What follows belongs to an exercise in optimizing a design on an open flow for small area, a short achievable clock period and few clock cycles; a production flow would make more cautious choices.
Function was checked by simulation only, so behaviour that the tests miss may differ from the original.
Power is estimated from default activity; no workload was simulated.

==> wip/tundra <==
## ap4s_core
module ap4s_core (
    input  wire        clk,
    input  wire        rst,
    input  wire        req,
    input  wire        we,
    input  wire [7:0]  addr,
    input  wire [15:0] wdata,
    output reg         ack,
    output reg  [15:0] rdata
);
    localparam [3:0] E_NONE     = 4'd0;
    localparam [3:0] E_SHORT    = 4'd1;
    localparam [3:0] E_BADFCC   = 4'd2;
    localparam [3:0] E_BADDPID  = 4'd3;
    localparam [3:0] E_UNKTYPE  = 4'd4;
    localparam [3:0] E_LENGTH   = 4'd5;
    localparam [3:0] E_ALPHA    = 4'd6;
    localparam [3:0] E_ILLEGAL  = 4'd8;
    localparam [3:0] E_BUFRANGE = 4'd9;
    function is_digit(input [7:0] c);
        is_digit = (c[7:4] == 4'h3) && !(c[3] && (c[2] || c[1]));
    endfunction
    function letter5(input [4:0] c);
        letter5 = (c != 5'd0) && !(c[4] && c[3] && (c[2] || (c[1] && c[0])));
    endfunction
    function in_alpha(input [7:0] c);
        in_alpha = is_digit(c) ||
                   ((c[7:5] == 3'b010) && letter5(c[4:0])) ||
                   ((c[7:5] == 3'b011) && letter5(c[4:0])) ||
                   (c == 8'h20) || (c == 8'h23);
    endfunction
    function [3:0] n_table(input [3:0] v);
        case (v)
            4'd0: n_table = 4'h0;
            4'd1: n_table = 4'h1;
            4'd2: n_table = 4'h2;
            4'd3: n_table = 4'h4;
            4'd4: n_table = 4'h5;
            4'd5: n_table = 4'h6;
            4'd6: n_table = 4'h8;
            4'd7: n_table = 4'h9;
            4'd8: n_table = 4'hA;
            default: n_table = 4'hC;
        endcase
    endfunction
  ...
export LEC_CHECK = 0
export CAP_MARGIN = 20
export CORE_MARGIN = 2
export CORE_UTILIZATION = 40
export PLACE_DENSITY = 0.6
export SLEW_MARGIN = 20
create_clock -name core_clock -period 12.0 [get_ports {clk}]
standard.sh (not shown) runs the stock make flow with config.mk's settings and CLKGATE_MAP_FILE= SYNTH_SCRIPT=/design/flow/synth_recipe.tcl, a recipe that flattens the netlist after the stock synthesis.
==> flow/flow/run.sh <==
#!/bin/bash
set -e
export SETUP_SLACK_MARGIN=6.6
bash standard.sh > standard.log 2>&1
==> wip/cedar: changes against wip/tundra <==
==> flow/run.sh (new file) <==
#!/bin/bash
# synth_recipe.tcl (not shown) runs the flow's synth.tcl, then flattens the netlist and writes it again
# the make line also repeats each setting of config.mk as NAME=value (left out here)
make -C /OpenROAD-flow-scripts/flow DESIGN_CONFIG=/design/flow/config.mk WORK_HOME=/design/flow/orfs CLKGATE_MAP_FILE= SYNTH_SCRIPT=/design/flow/synth_recipe.tcl finish
- SETUP_SLACK_MARGIN: unset -> 5
removed: flow/flow/run.sh
removed: flow/standard.sh
==> run notes <==
item                                                             wip/cedar               wip/tundra
Run status                                         complete, no violations  complete, no violations
HPWL after detailed placement                                    98,060 um                99,410 um
Clock network power                                                2560 uW                  2440 uW
Overall power                                                      6248 uW                  6277 uW
Met2 Resource Use GR                                                42.32%                   42.18%
Clock network share of area                                         6.111%                   5.564%
Achievable frequency                                             143.4 MHz                167.2 MHz
Post-Route Skew                                                 0.02821 ns               0.04065 ns
P_int                                                              4534 uW                  4500 uW
Multi-In Gates                                                       2,609                    2,610
Met3 usage                                                          5.818%                   5.516%
Via count of the first global-routing pass                          30,387                   30,362
Clkbuf count                                                            97                       99
Sequential group share of total power                                44.3%                    44.1%
Placed Cells incl. Taps                                              4,852                    4,858
Post-DP Area                                                  0.04155 mm^2             0.04168 mm^2
Combinational share of power                                         14.8%                    17.1%
Number of filler instances in the final layout                       9,279                    9,124
Worst R2R End                                                        pf[0]                   res[0]
Total non-filler cell area in the finished layout             0.04441 mm^2             0.04633 mm^2
Testbench counts of wip/tundra, summed over its fixed seeds: cycles 16,192.
Testbench counts of wip/cedar, summed over its fixed seeds: cycles 16,192.


==> v11: inputs <==
Another version of the RTL of ap4s_core (not shown whole).
clock: 12.0 ns
lec_check: 0
cap_margin: 20
core_margin: 2
core_utilization: 50
cts_buf_list: sky130_fd_sc_hd__clkbuf_16
cts_cluster_diameter: 60
cts_cluster_size: 30
place_density: 0.65
slew_margin: 20
==> flow/flow/run.sh <==
#!/bin/bash
set -e
export SETUP_SLACK_MARGIN=6.3
bash standard.sh > standard.log 2>&1
==> v28 (differences from v11) <==
--- a/flow/design.v
+++ b/flow/design.v
@@ -183,11 +183,10 @@
     reg [1:0]   od [2:64];
     reg         busy;             
     reg         enc_ph;           
     reg         num_r;            
     reg         in_field;         
-    reg [7:0]   ch_r;             
     reg [4:0]   cnt;              
     reg         gf_run;           
     reg         gf_exp;           
     reg [5:0]   gop;              
     reg [7:0]   rp;               
@@ -256,11 +255,11 @@
             default:                cmd_legal = 1'b0;
         endcase
     end
     wire [5:0] ib_a    = enc_run ? {1'b0, cnt} : ma[5:0];
     wire [7:0] ib_q    = ibuf[ib_a];
-    wire [7:0] chx   = enc_run ? ch_r : c_ch;
+    wire [7:0] chx   = enc_run ? ib_q : c_ch;
     wire [5:0] ch_ix = cidx_tab(chx[6:0]);
     wire [5:0] ch_c  = c_table(ch_ix);
     wire [3:0] ch_n  = n_table(chx[3:0]);
     wire [5:0] sym;
     wire [5:0] lfsr_in = busy ? sym : c_b6;
@@ -383,11 +382,11 @@
     wire [7:0] stat_enc = {1'b1, enc_ok, enc_ok ? row_sel : 2'd0, enc_err};
     wire enc_go   = do_cmd && cmd_legal && (c_op == 4'hE);
     wire enc_ok   = (enc_err == E_NONE);
     wire lfsr_run = busy && !enc_ph && !gf_run;
     wire lfsr_end = lfsr_run && (cnt == nsym_m1);
-    wire enc_last = enc_run && (num_r ? (cnt == 5'd25) : (cnt == 5'd20));
+    wire enc_last = enc_run && (num_r ? (cnt == 5'd24) : (cnt == 5'd19));
     always @(posedge clk) begin
         if (do_ibuf) ibuf[addr[5:0]] <= wdata[7:0];
     end
     wire [1:0] nd0 = in_field ? ch_n[3:2] : 2'd3;
     wire [1:0] nd1 = in_field ? ch_n[1:0] : 2'd3;
@@ -512,13 +511,12 @@
             busy       <= 1'b0;
             enc_ph     <= 1'b0;
             gf_run     <= 1'b0;
         end else begin
             if (enc_run) begin
-                cnt  <= cnt + 5'd1;
-                ch_r <= ib_q;
-                if (cnt == ilen[4:0]) in_field <= 1'b0;
+                cnt <= cnt + 5'd1;
+                if (cnt + 5'd1 == ilen[4:0]) in_field <= 1'b0;
                 if (enc_last) begin
                     enc_ph <= 1'b0;
                     cnt    <= 5'd0;
                     acc0 <= 6'd0; acc1 <= 6'd0; acc2 <= 6'd0; acc3 <= 6'd0;
                 end
@@ -567,12 +565,11 @@
                 if (enc_go) begin
                     stat_btype <= enc_ok ? row_sel : 2'd0;
                     if (enc_ok) begin
                         busy     <= 1'b1;
                         enc_ph   <= 1'b1;
-                        cnt      <= 5'd11;
-                        ch_r     <= s[10];
+                        cnt      <= 5'd10;
                         num_r    <= is_numeric;
                         in_field <= !cust_none;
                     end
                 end
             end
==> flow/flow/run.sh (replaced) <==
#!/bin/bash
set -e
export SETUP_SLACK_MARGIN=6.2
bash standard.sh > standard.log 2>&1
--- a/flow/config.mk
+++ b/flow/config.mk
@@ -5,11 +5,11 @@
 export SDC_FILE = /design/flow/constraint.sdc
 export NUM_CORES = 4
 export LEC_CHECK = 0
 export CAP_MARGIN = 20
 export CORE_MARGIN = 2
-export CORE_UTILIZATION = 50
+export CORE_UTILIZATION = 40
 export CTS_BUF_LIST = sky130_fd_sc_hd__clkbuf_16
 export CTS_CLUSTER_DIAMETER = 60
 export CTS_CLUSTER_SIZE = 30
-export PLACE_DENSITY = 0.65
+export PLACE_DENSITY = 0.6
 export SLEW_MARGIN = 20
==> notes <==
- v11 finished with timing, DRC and antenna clean. v28 passed the timing, design-rule and antenna checks.
- Against v28, the final cell count of v11 is smaller by 5.5%.
- In v28 the clock power is smaller than in v11, by about 5%.
- Sequential share of layout area: v11 is higher than v28 (1.0 points).
- Against v11, the die area of v28 is larger by 22%.
- Between v28 and v11, the lower via count is in v11 (gap 0.99%, measured against v11).
- Of v11 and v28, v11 has the higher clock skew (gap 29 ps).
- Against v11, the wire length of v28 is higher by 3.2%.
Testbench counts of v11, summed over its fixed seeds: cycles 16,192.
Testbench counts of v28, summed over its fixed seeds: cycles 16,192.

[port drivers added, routing unchanged]
In the flow no input, the clock included, has a driving cell. The finished layouts below were timed again as built, in two steps.
Step 1 assumes that a clkbuf_16 drives the clock port and a buf_2 every other input.
Step 2, shift: input delay + t, output delay - t, t = (earliest + latest rising clock arrival at the registers) / 2. This alone moves slack from input paths to output paths.
a / b / c = ideal ports / drivers / drivers and shift; a / b = the first two.
run	t, ns	setup slack, ns	worst setup path after step 2	latest minus earliest clock arrival (ns)	cell pins on the clock port's net
wip/tundra	0.725	6.018 / 5.920 / 5.851	input to register	0.049 / 0.048	1
wip/cedar	0.716	5.024 / 4.902 / 4.611	input to register	0.028 / 0.028	1
v11	0.726	6.149 / 6.118 / 5.660	input to register	0.085 / 0.085	1
v28	0.724	6.091 / 6.091 / 5.475	input to register	0.053 / 0.053	1
After both steps every run listed still meets setup and hold. The setup slack of v28, which loses most, moves by 0.000 ns with the drivers and by -0.616 ns with both steps.
